This design comes from an exercise in tuning for a short achievable clock period and few clock cycles on the open sky130 flow, not from production work. In this exercise RTL edits were held to simulation tests only and were not proved equivalent to the original. Power is estimated from default activity; no workload was simulated.

==> flow/design.v <==
module turquoise (
    input  wire        clk,
    input  wire        rst,
    input  wire        cmd_valid,
    output wire        cmd_ready,
    input  wire [1:0]  cmd_op,
    input  wire [7:0]  cmd_data,
    output reg         resp_valid,
    output reg         resp_halted,
    output reg         resp_fault,
    output reg  [15:0] cur_x,
    output reg  [15:0] cur_y,
    output reg         paint_valid,
    output reg  [8:0]  paint_x,
    output reg  [7:0]  paint_y,
    output reg         paint_color
);
    localparam ROM_SIZE = 128;
    localparam NT       = 42;       
    localparam QD       = 4;        
    localparam X0       = 16'd136;
    localparam Y0       = 16'd96;
    localparam OP_TICK  = 2'd0;
    localparam OP_BEGIN = 2'd1;
    localparam OP_BYTE  = 2'd2;
    localparam OP_END   = 2'd3;
    integer i;
    reg rdy;
    reg rst_r;
    assign cmd_ready = rdy;
    wire acc      = cmd_valid && rdy;
    wire acc_tick = acc && (cmd_op == OP_TICK);
    wire acc_end  = acc && (cmd_op == OP_END);
    reg       p_byte, p_begin, p_end;
    reg [7:0] p_data;
    always @(posedge clk) begin
        p_byte  <= acc && !rst && (cmd_op == OP_BYTE);
        p_begin <= acc && !rst && (cmd_op == OP_BEGIN);
        p_end   <= acc && !rst && (cmd_op == OP_END);
        p_data  <= cmd_data;
        rst_r   <= rst;
    end
    reg [7:0]    smem [0:ROM_SIZE-1];
    reg [7:0]    s_len;
    reg          s_ovf;
    reg          s_term;      
    reg [7:0]    s_rem;       
    reg          s_cyc;       
    reg [7:0]    s_n1;        
    reg [7:0]    st_n1 [0:NT-1];
    reg [7:0]    st_c1 [0:NT-1];
    reg [6:0]    st_ps [0:NT-1];
    reg [NT-1:0] s_v;
    reg [NT-1:0] s_wp;        
    wire       s_room = !s_len[7];
    wire       s_fs   = !s_term && (s_rem == 8'd0);
    wire [7:0] half_d = {1'b0, p_data[7:1]} + {7'd0, p_data[0]};
    wire       s_app  = p_byte && s_room && s_cyc && (p_data != 8'd0);
    always @(posedge clk) begin
        if (p_byte && s_room)
            smem[s_len[6:0]] <= p_data;
        for (i = 0; i < NT; i = i + 1)
            if (s_app && s_wp[i]) begin
                st_n1[i] <= s_n1;
                st_c1[i] <= p_data - 8'd1;
                st_ps[i] <= s_len[6:0] + 7'd1;
            end
    end
    always @(posedge clk) begin
        if (rst_r || p_begin || p_end) begin
            s_len  <= 8'd0;
            s_ovf  <= 1'b0;
            s_term <= 1'b0;
            s_rem  <= 8'd0;
            s_cyc  <= 1'b0;
            s_v    <= {NT{1'b0}};
            s_wp   <= {{(NT-1){1'b0}}, 1'b1};
        end else if (p_byte) begin
            if (!s_room) begin
                s_ovf <= 1'b1;
            end else begin
                s_len <= s_len + 8'd1;
                if (s_cyc)
                    s_cyc <= 1'b0;
                if (s_app) begin
                    s_v  <= s_v | s_wp;
                    s_wp <= s_wp << 1;
                end
                if (s_fs) begin
                    if (p_data == 8'd0) begin
                        s_term <= 1'b1;
                    end else begin
                        s_rem <= 8'd1 + half_d;
                        s_n1  <= p_data - 8'd1;
                        s_cyc <= 1'b1;
                    end
                end else if (!s_term) begin
                    s_rem <= s_rem - 8'd1;
                end
            end
        end
    end
    wire fault_cur  = s_ovf || (!s_term && (s_rem != 8'd0));
    wire fault_next = (p_begin || p_end) ? 1'b0 :
                      p_byte ? (!s_room ? 1'b1 :
                                s_fs    ? (p_data != 8'd0) :
                                          (!s_term && (s_rem != 8'd1))) :
                      fault_cur;
    wire do_load = p_end && !fault_cur && !rst_r;
    reg [7:0]    amem [0:ROM_SIZE-1];
    reg [7:0]    at_n1 [0:NT-1];
    reg [7:0]    at_c1 [0:NT-1];
    reg [6:0]    at_ps [0:NT-1];
    reg [NT-1:0] a_v;
    always @(posedge clk) begin
        if (do_load) begin
            for (i = 0; i < ROM_SIZE; i = i + 1)
                amem[i] <= smem[i];
            for (i = 0; i < NT; i = i + 1) begin
                at_n1[i] <= st_n1[i];
                at_c1[i] <= st_c1[i];
                at_ps[i] <= st_ps[i];
            end
        end
    end
    always @(posedge clk) begin
        if (rst_r)
            a_v <= {NT{1'b0}};
        else if (do_load)
            a_v <= s_v;
    end
    reg          g_v;
    reg [7:0]    g_addr;
    reg [7:0]    g_krem;      
    reg [7:0]    g_prem;      
    reg [7:0]    g_n1;
    reg [6:0]    g_ps;
    reg          x_v;         
    reg [7:0]    x_n1;
    reg [7:0]    x_c1;
    reg [6:0]    x_ps;
    reg [NT-1:0] x_oh;        
    reg [2:0]    cred;        
    wire emit = g_v && (cred != 3'd0);
    reg          r_v;
    reg [7:0]    r_n1, r_c1;
    reg [6:0]    r_ps;
    always @(*) begin
        r_v  = 1'b0;
        r_n1 = 8'd0;
        r_c1 = 8'd0;
        r_ps = 7'd0;
        for (i = 0; i < NT - 1; i = i + 1) begin
            r_v  = r_v  | (x_oh[i] & a_v[i+1]);
            r_n1 = r_n1 | ({8{x_oh[i]}} & at_n1[i+1]);
            r_c1 = r_c1 | ({8{x_oh[i]}} & at_c1[i+1]);
            r_ps = r_ps | ({7{x_oh[i]}} & at_ps[i+1]);
        end
    end
    wire k_last = (g_krem == 8'd0);
    wire p_last = (g_prem == 8'd0);
    wire g_v_next = rst_r ? 1'b0 : do_load ? s_v[0] : (emit && k_last && p_last) ? x_v : g_v;
    always @(posedge clk) begin
        g_v <= g_v_next;
        if (do_load) begin
            g_addr <= {st_ps[0], 1'b0};
            g_ps   <= st_ps[0];
            g_n1   <= st_n1[0];
            g_krem <= st_n1[0];
            g_prem <= st_c1[0];
            x_v    <= s_v[1];
            x_n1   <= st_n1[1];
            x_c1   <= st_c1[1];
            x_ps   <= st_ps[1];
            x_oh   <= {{(NT-2){1'b0}}, 2'b10};
        end else if (emit) begin
            if (!k_last) begin
                g_krem <= g_krem - 8'd1;
                g_addr <= g_addr + 8'd1;
            end else if (!p_last) begin
                g_prem <= g_prem - 8'd1;
                g_krem <= g_n1;
                g_addr <= {g_ps, 1'b0};
            end else begin
                g_n1   <= x_n1;
                g_krem <= x_n1;
                g_prem <= x_c1;
                g_ps   <= x_ps;
                g_addr <= {x_ps, 1'b0};
                x_v    <= r_v;
                x_n1   <= r_n1;
                x_c1   <= r_c1;
                x_ps   <= r_ps;
                x_oh   <= x_oh << 1;
            end
        end
    end
    reg [3:0] m1_c [0:15];
    reg [3:0] m1_hi;
    reg       m1_v;
    wire      m1_v_next = emit && !do_load && !rst_r;
    always @(posedge clk) begin
        for (i = 0; i < 16; i = i + 1)
            m1_c[i] <= g_addr[0] ? amem[{i[3:0], g_addr[3:1]}][3:0]
                                 : amem[{i[3:0], g_addr[3:1]}][7:4];
        m1_hi <= g_addr[7:4];
        m1_v  <= m1_v_next;
    end
    wire [3:0] arr_op = m1_c[m1_hi];
    wire       arr_v  = m1_v;
    reg [3:0] q_op [0:QD-1];
    reg [QD-1:0] q_v;
    wire pop = acc_tick && q_v[0];
    reg [3:0]    qn_op [0:QD-1];    
    reg [QD-1:0] qn_v;
    reg [3:0]    qp_op [0:QD-1];    
    reg [QD-1:0] qp_v;
    always @(*) begin
        for (i = 0; i < QD; i = i + 1) begin
            if (q_v[i] || !(arr_v && (i == 0 || q_v[i-1]))) begin
                qn_op[i] = q_op[i];
                qn_v[i]  = q_v[i];
            end else begin
                qn_op[i] = arr_op;
                qn_v[i]  = 1'b1;
            end
            if (i < QD - 1 && q_v[i+1]) begin
                qp_op[i] = q_op[(i+1) % QD];
                qp_v[i]  = 1'b1;
            end else begin
                qp_op[i] = arr_op;
                qp_v[i]  = arr_v && q_v[i];
            end
        end
    end
    wire q_clr = rst_r || do_load;
    wire q_v0_next = !q_clr && (pop ? qp_v[0] : qn_v[0]);
    always @(posedge clk) begin
        for (i = 0; i < QD; i = i + 1) begin
            q_op[i] <= pop ? qp_op[i] : qn_op[i];
            q_v[i]  <= !q_clr && (pop ? qp_v[i] : qn_v[i]);
        end
    end
    wire [2:0] cred_e = cred - {2'd0, emit};
    always @(posedge clk) begin
        if (q_clr)
            cred <= QD;
        else
            cred <= pop ? cred_e + 3'd1 : cred_e;
    end
    wire exhausted_next = !g_v_next && !m1_v_next && !q_v0_next;
    always @(posedge clk) begin
        rdy <= !rst && !acc_end && (q_v0_next || exhausted_next);
    end
    reg flipx, flipy, mirror, draw, color;
    wire [3:0] op = q_op[0];
    reg              is_move;
    reg signed [1:0] dx, dy;
    always @(*) begin
        is_move = 1'b1;
        dx = 2'sd0;
        dy = 2'sd0;
        case (op)
            4'h1: begin dx =  2'sd1; dy =  2'sd0; end
            4'h2: begin dx = -2'sd1; dy =  2'sd0; end
            4'h4: begin dx =  2'sd0; dy = -2'sd1; end
            4'h5: begin dx =  2'sd1; dy = -2'sd1; end
            4'h6: begin dx = -2'sd1; dy = -2'sd1; end
            4'h8: begin dx =  2'sd0; dy =  2'sd1; end
            4'h9: begin dx =  2'sd1; dy =  2'sd1; end
            4'hA: begin dx = -2'sd1; dy =  2'sd1; end
            default: is_move = 1'b0;
        endcase
    end
    wire signed [1:0] mx = mirror ? dy : dx;
    wire signed [1:0] my = mirror ? dx : dy;
    wire signed [1:0] ex = flipx ? -mx : mx;
    wire signed [1:0] ey = flipy ? -my : my;
    wire x_inc = (ex == 2'sd1);
    wire x_dec = (ex == -2'sd1);
    wire y_inc = (ey == 2'sd1);
    wire y_dec = (ey == -2'sd1);
    wire signed [15:0] sx = $signed(cur_x);
    wire signed [15:0] sy = $signed(cur_y);
    wire [15:0] nx = x_inc ? cur_x + 16'd1 : x_dec ? cur_x - 16'd1 : cur_x;
    wire [15:0] ny = y_inc ? cur_y + 16'd1 : y_dec ? cur_y - 16'd1 : cur_y;
    wire inx = x_inc ? (sx >= -16'sd1 && sx <= 16'sd270) :
               x_dec ? (sx >=  16'sd1 && sx <= 16'sd272) :
                       (sx >=  16'sd0 && sx <= 16'sd271);
    wire iny = y_inc ? (sy >= -16'sd1 && sy <= 16'sd190) :
               y_dec ? (sy >=  16'sd1 && sy <= 16'sd192) :
                       (sy >=  16'sd0 && sy <= 16'sd191);
    wire paint_spec = is_move && draw && inx && iny;
    always @(posedge clk) begin
        if (rst_r) begin
            cur_x  <= X0;
            cur_y  <= Y0;
            flipx  <= 1'b0;
            flipy  <= 1'b0;
            mirror <= 1'b0;
            draw   <= 1'b1;
            color  <= 1'b1;
        end else if (pop) begin
            cur_x <= nx;
            cur_y <= ny;
            if (op == 4'h3) flipx  <= ~flipx;
            if (op == 4'hB) flipy  <= ~flipy;
            if (op == 4'h7) mirror <= ~mirror;
            if (op == 4'hC) color  <= ~color;
            if (op == 4'hD) draw   <= ~draw;
        end
    end
    always @(posedge clk) begin
        resp_valid  <= acc && !rst;
        paint_valid <= pop && !rst && paint_spec;
        paint_x     <= nx[8:0];
        paint_y     <= ny[7:0];
        paint_color <= color;
        resp_halted <= !q_v[0];
        resp_fault  <= fault_next;
    end
endmodule
==> flow/run.sh <==
#!/bin/bash
# synth_recipe.tcl (not shown) runs the flow's synth.tcl, then flattens the netlist and writes it again
# the make line also repeats each setting of config.mk as NAME=value (left out here)
make -C /OpenROAD-flow-scripts/flow DESIGN_CONFIG=/design/flow/config.mk WORK_HOME=/design/flow/orfs CLKGATE_MAP_FILE= SYNTH_SCRIPT=/design/flow/synth_recipe.tcl finish
==> flow/config.mk <==
export PLATFORM = sky130hd
export DESIGN_NAME = turquoise
export DESIGN_NICKNAME = turquoise
export VERILOG_FILES = /design/flow/design.v
export SDC_FILE = /design/flow/constraint.sdc
export NUM_CORES = 4
export LEC_CHECK = 0
export CAP_MARGIN = 20
export CORE_MARGIN = 2
export CORE_UTILIZATION = 40
export SLEW_MARGIN = 20
export SYNTH_MEMORY_MAX_BITS = 4096
==> flow/constraint.sdc <==
create_clock -name core_clock -period 12.0 [get_ports {clk}]
set_input_delay 2.4000 -clock core_clock [delete_from_list [all_inputs] [get_ports {clk}]]
set_output_delay 2.4000 -clock core_clock [all_outputs]
set_load 0.01 [all_outputs]
==> flow_summary.yaml <==
outcome:
  outcome: "finished clean"
yosys:
  yosys.area_share.xor_xnor: 0.00498
  synth_top_family_by_area: "compound AO/OA/AOI/OAI gates"
  synthDistinctLibCells: 79
  synth-seq-cells: 4358
  mappedNetlistArea_um2: 150000
  async_flop_share: 0
  synthCells: 8014
  synthesis.nets: 8050
  synth_area_per_cell_um2: 18.7
  post_synth_and_or_nand_nor_area_fraction: 0.0391
  synthesis.yosys.warnings: 14
  share_of_the_synthesized_area_in_compound_gates_ao_oa_aoi_oai: 0.0713
  synth-edff-count: 4020
  synth_top_flop_cell: "sky130_fd_sc_hd__edfxtp_1"
  synth-adder-area-share: 0.00192
  synth_seq_area_share: 0.853
  synth.area.mux_share: 0.0172
placement:
  numPlacedInstances: 12853
  place.detailed.hpwl_mm: 212
  finalWeightedCongestion: 0.855
  io_buffer_count: 67
pwr:
  sequentialPowerShare: 0.555
  power.static_leakage_uw: 0.0541
  irDropWorstVdd_v: 0.000125
  power.net_switching_uw: 5800
  p_comb_frac: 0.010
  p_int_uw: 24000
  p_per_area_nw_per_um2: 175
  clockPowerShare: 0.435
  power.switching_fraction: 0.195
clocking:
  cts_max_path_bufs: 4
  cts.root.buffer_cell: "sky130_fd_sc_hd__clkbuf_16"
  clock_tree_from_tritoncts: "built"
  clock_pin_transition_on_the_worst_setup_and_hold_timing_paths_ps: 70
  post_cts_buffers: 0
  clk_latency_ps: 920
  cts-buffers-inserted: 412
  cts_resized: 0
  ctsHtreeMaxLevel: 5
  post_cts_hold_buffers: 0
  numClockSinks: 4358
global_route:
  antenna_found_initial: 19
  gr-usage-all-layers: 0.209
  pin_count_of_the_biggest_net_entering_global_routing: 177
  vias_in_the_first_global_route: 75201
  grt_pass1_wl_mm: 565
  grt_overflow_total: 0
floorplanning:
  start_util: 0.402
  fp.dieH_um: 615
  design.die.area_um2: 379000
  coreArea_um2: 372000
  row_count: 224
  floorplan.die.width_um: 615
  io_pins: 68
timing:
  timing.final.crit_share: 0.447
  setup_viol: 0
  finalHoldViolCount: 0
  rsz0062_at_grt: "no"
  worstMarginPinSlew_ps: 1170
  fin_max_slew_vios: 0
  max_freq_mhz: 186
  final.setup_skew_ps: 72.1
  post-route-min-period_ps: 5360
  maxSlewHeadroom: 0.222
  setup_tns_ps: 0
drt:
  detailedRoute.firstPassIterationCount: 6
  drt-initial-drc-count: 11950
  via_count: 77929
  detail-route-antenna-nets: 0
  post-route-drc-count: 0
  routed_length_per_instance_um: 29.8
  detail_route.wirelength_mm: 406
  via_per_inst: 5.72
job:
  cap_viol_max_count: 0
critical_path:
  worst-r2r-setup-slack_ps: 6640
  critical_path_arrival_ps: 5860
  timing.rr.end: "amem[116][6]$_DFFE_PP_"
  worst_ep_required_time_ps: 12500
  beginning_of_the_worst_register_to_register_path: "s_rem[4]$_SDFFE_PP0P_"
  timing.critical_path.fanout_max: 176
  critPathKind: "reg2reg"
  worst_r2r_path_depth: 8
  worstSetupEndpointType: "register"
  crit_start_category: "register"
hold_path:
  worst_hold_path.endpoint: "paint_color$_DFF_P_"
  min_delay_path_depth: 0
  min-delay-path-class: "reg2reg"
  worst_hold_startpoint: "color$_SDFFE_PP1P_"
cells_and_area:
  area_occupied_by_registers_um2: 128000
  nFillCells: 31268
  finalNonFillerCells: 13627
  post_route_cells_drive_above_1_share: 0.120
  multi_input_comb_area_um2: 20400
  design.final.nets: 8338
  synth_to_final_area_change_pct: 14.0
==> worst max path at each step <==
stage,startpoint,cells past startpoint,end,slack (ps)
after global routing,s_rem[4]$_SDFFE_PP0P_,8,at_n1[40][6]$_DFFE_PP_,6290
after global placement,cmd_op[0],6,cur_y[8]$_SDFFE_PP0P_,6040
after floorplan,s_rem[4]$_SDFFE_PP0P_,7,amem[0][0]$_DFFE_PP_,2060
after CTS,s_rem[4]$_SDFFE_PP0P_,8,at_ps[22][1]$_DFFE_PP_,6420
final,s_rem[4]$_SDFFE_PP0P_,8,amem[116][6]$_DFFE_PP_,6640
after detailed placement,cmd_op[0],10,is_move$_DFF_P_,5950
==> cells by family (layout without fill, tap and decap cells) <==
| kind of cell | count (synthesis) | count (layout) |
|---|---|---|
| muxes | 234 | 234 |
| other | 0 | 10 |
| AOI/OAI and AO/OA | 1543 | 1543 |
| and+or+nand+nor | 1278 | 1278 |
| xor gates and xnor gates | 85 | 85 |
| buffers and inverters | 493 | 1124 |
| DFF | 4358 | 4358 |
| adders and majority gates | 23 | 23 |
==> sequential cells by signal, indices dropped and copies added, names as in the netlist, 40 cells and up <==
signal and count:
a_v 40, amem 1024, at_c1 320, at_n1 320, at_ps 280, m1_c 64, s_v 42, s_wp 42
smem 1024, st_c1 336, st_n1 336, st_ps 294, x_oh 40
==> area by class of cell <==
type	count	share of cell area
antenna	10	0.000147
sequential	4358	0.749
timing repair buffer	278	0.0147
clock buffer	534	0.0656
multi-input combinational	3163	0.119
clock inverter	223	0.0130
tap	4972	0.0365
inverter	89	0.00208
==> layer usage <==
| metal | vias to the layer above | part of all wire | track usage |
|---|---|---|---|
| met5 | - | 0.000066 | 0 |
| met4 | 4 | 0.030 | 0.0619 |
| met3 | 702 | 0.10 | 0.0394 |
| met2 | 4233 | 0.47 | 0.334 |
| met1 | 40723 | 0.40 | 0.293 |
| li1 | 32267 | - | - |
==> stage by stage <==
step / worst slack [ps] / area [µm²] / hold WS (ps) / total power, µW / utilization
2_1_floorplan: 2060 / 150000 / 350 / 17000 / -
3_3_place_gp: 6040 / 157000 / 364 / 17100 / 0.421
3_5_place_dp: 5950 / 157000 / 360 / 17100 / 0.422
4_1_cts: 6420 / 170000 / 344 / 29900 / 0.458
5_1_grt: 6290 / 170000 / 356 / 30500 / 0.458
6_report: 6640 / 170000 / 358 / 29800 / 0.458
==> synthesized netlist by cell type (53+ instances only) <==
| cell | number | area share |
|---|---|---|
| sky130_fd_sc_hd__clkbuf_1 | 348 | 0.0087 |
| sky130_fd_sc_hd__nand2_1 | 504 | 0.013 |
| sky130_fd_sc_hd__edfxtp_1 | 4020 | 0.81 |
| sky130_fd_sc_hd__nand3_1 | 53 | 0.0018 |
| sky130_fd_sc_hd__a22o_1 | 76 | 0.0045 |
| sky130_fd_sc_hd__dfxtp_1 | 338 | 0.045 |
| sky130_fd_sc_hd__mux2_2 | 68 | 0.0051 |
| sky130_fd_sc_hd__mux2i_1 | 155 | 0.010 |
| sky130_fd_sc_hd__nand4_1 | 133 | 0.0056 |
| sky130_fd_sc_hd__a21oi_1 | 260 | 0.0087 |
| sky130_fd_sc_hd__o21ai_0 | 237 | 0.0079 |
| sky130_fd_sc_hd__inv_1 | 87 | 0.0022 |
| sky130_fd_sc_hd__a22oi_1 | 505 | 0.025 |
| sky130_fd_sc_hd__nor2_1 | 358 | 0.0090 |
| sky130_fd_sc_hd__a221oi_1 | 72 | 0.0042 |
==> worst max-delay path: stages, from the launching register on <==
cell                       delay (ps)
sky130_fd_sc_hd__dfxtp_1          340
sky130_fd_sc_hd__nor4_1           400
sky130_fd_sc_hd__and3_1           400
sky130_fd_sc_hd__o211a_1          190
sky130_fd_sc_hd__buf_4            450
sky130_fd_sc_hd__nand2b_4         510
sky130_fd_sc_hd__inv_8            780
sky130_fd_sc_hd__buf_12           760
sky130_fd_sc_hd__buf_12           680
==> placed cells by master, fill, tap and decap left out, drive strengths merged, types with 46 or more instances in the layout <==
| master | n |
|---|---|
| nand4 | 133 |
| mux2 | 68 |
| a21oi | 260 |
| clkbuf | 534 |
| edfxtp | 4020 |
| buf | 211 |
| clkdlybuf4s50 | 67 |
| a221oi | 72 |
| o21a | 51 |
| o22ai | 46 |
| xnor2 | 46 |
| o21ai | 239 |
| inv | 91 |
| nand3 | 53 |
| a22oi | 505 |
| nor2 | 358 |
| dfxtp | 338 |
| o211ai | 49 |
| a22o | 76 |
| nand2 | 504 |
| mux2i | 155 |
| clkinv | 165 |
==> power groups by stage <==
stage               Sequential (µW)  Clock, µW  Combinational (µW)
global placement              16800          0                 282
detailed placement            16800          0                 290
floorplan                     16900          0                 118
finish                        16500      13000                 291
global route                  16500      13700                 307
CTS                           16500      13100                 291
Testbench counts, summed over its fixed seeds: cycles 202,311.

==> afterwards: timing with drivers on the ports <==
Ports are ideal in the flow. The routed layout listed here was re-timed in OpenROAD.
Step 1 (the two cells are an assumption about what drives the block):
set clk [get_ports {clk}]
set_driving_cell -lib_cell sky130_fd_sc_hd__clkbuf_16 $clk
set_driving_cell -lib_cell sky130_fd_sc_hd__buf_2 [delete_from_list [all_inputs] $clk]
Step 2 times the ports against the registers' clock, not the clock port: input delays grow and output delays shrink by t, the midpoint of the rising clock arrivals with the driver on.
a / b / c = ideal / step 1 / step 2; a / b = the first two.
shift t [ns]: 0.998
setup WS [ns]: 6.635 / 6.635 / 5.952
worst hold slack (ns): 0.358 / 0.358 / 0.358
slew at the worst register clock pin (ns): 0.07 / 0.07
cell pins on the clock port's net: 1
After both steps this run still meets setup and hold. For this run, drivers alone change the setup slack by 0.000 ns; drivers and shift together by -0.683 ns.
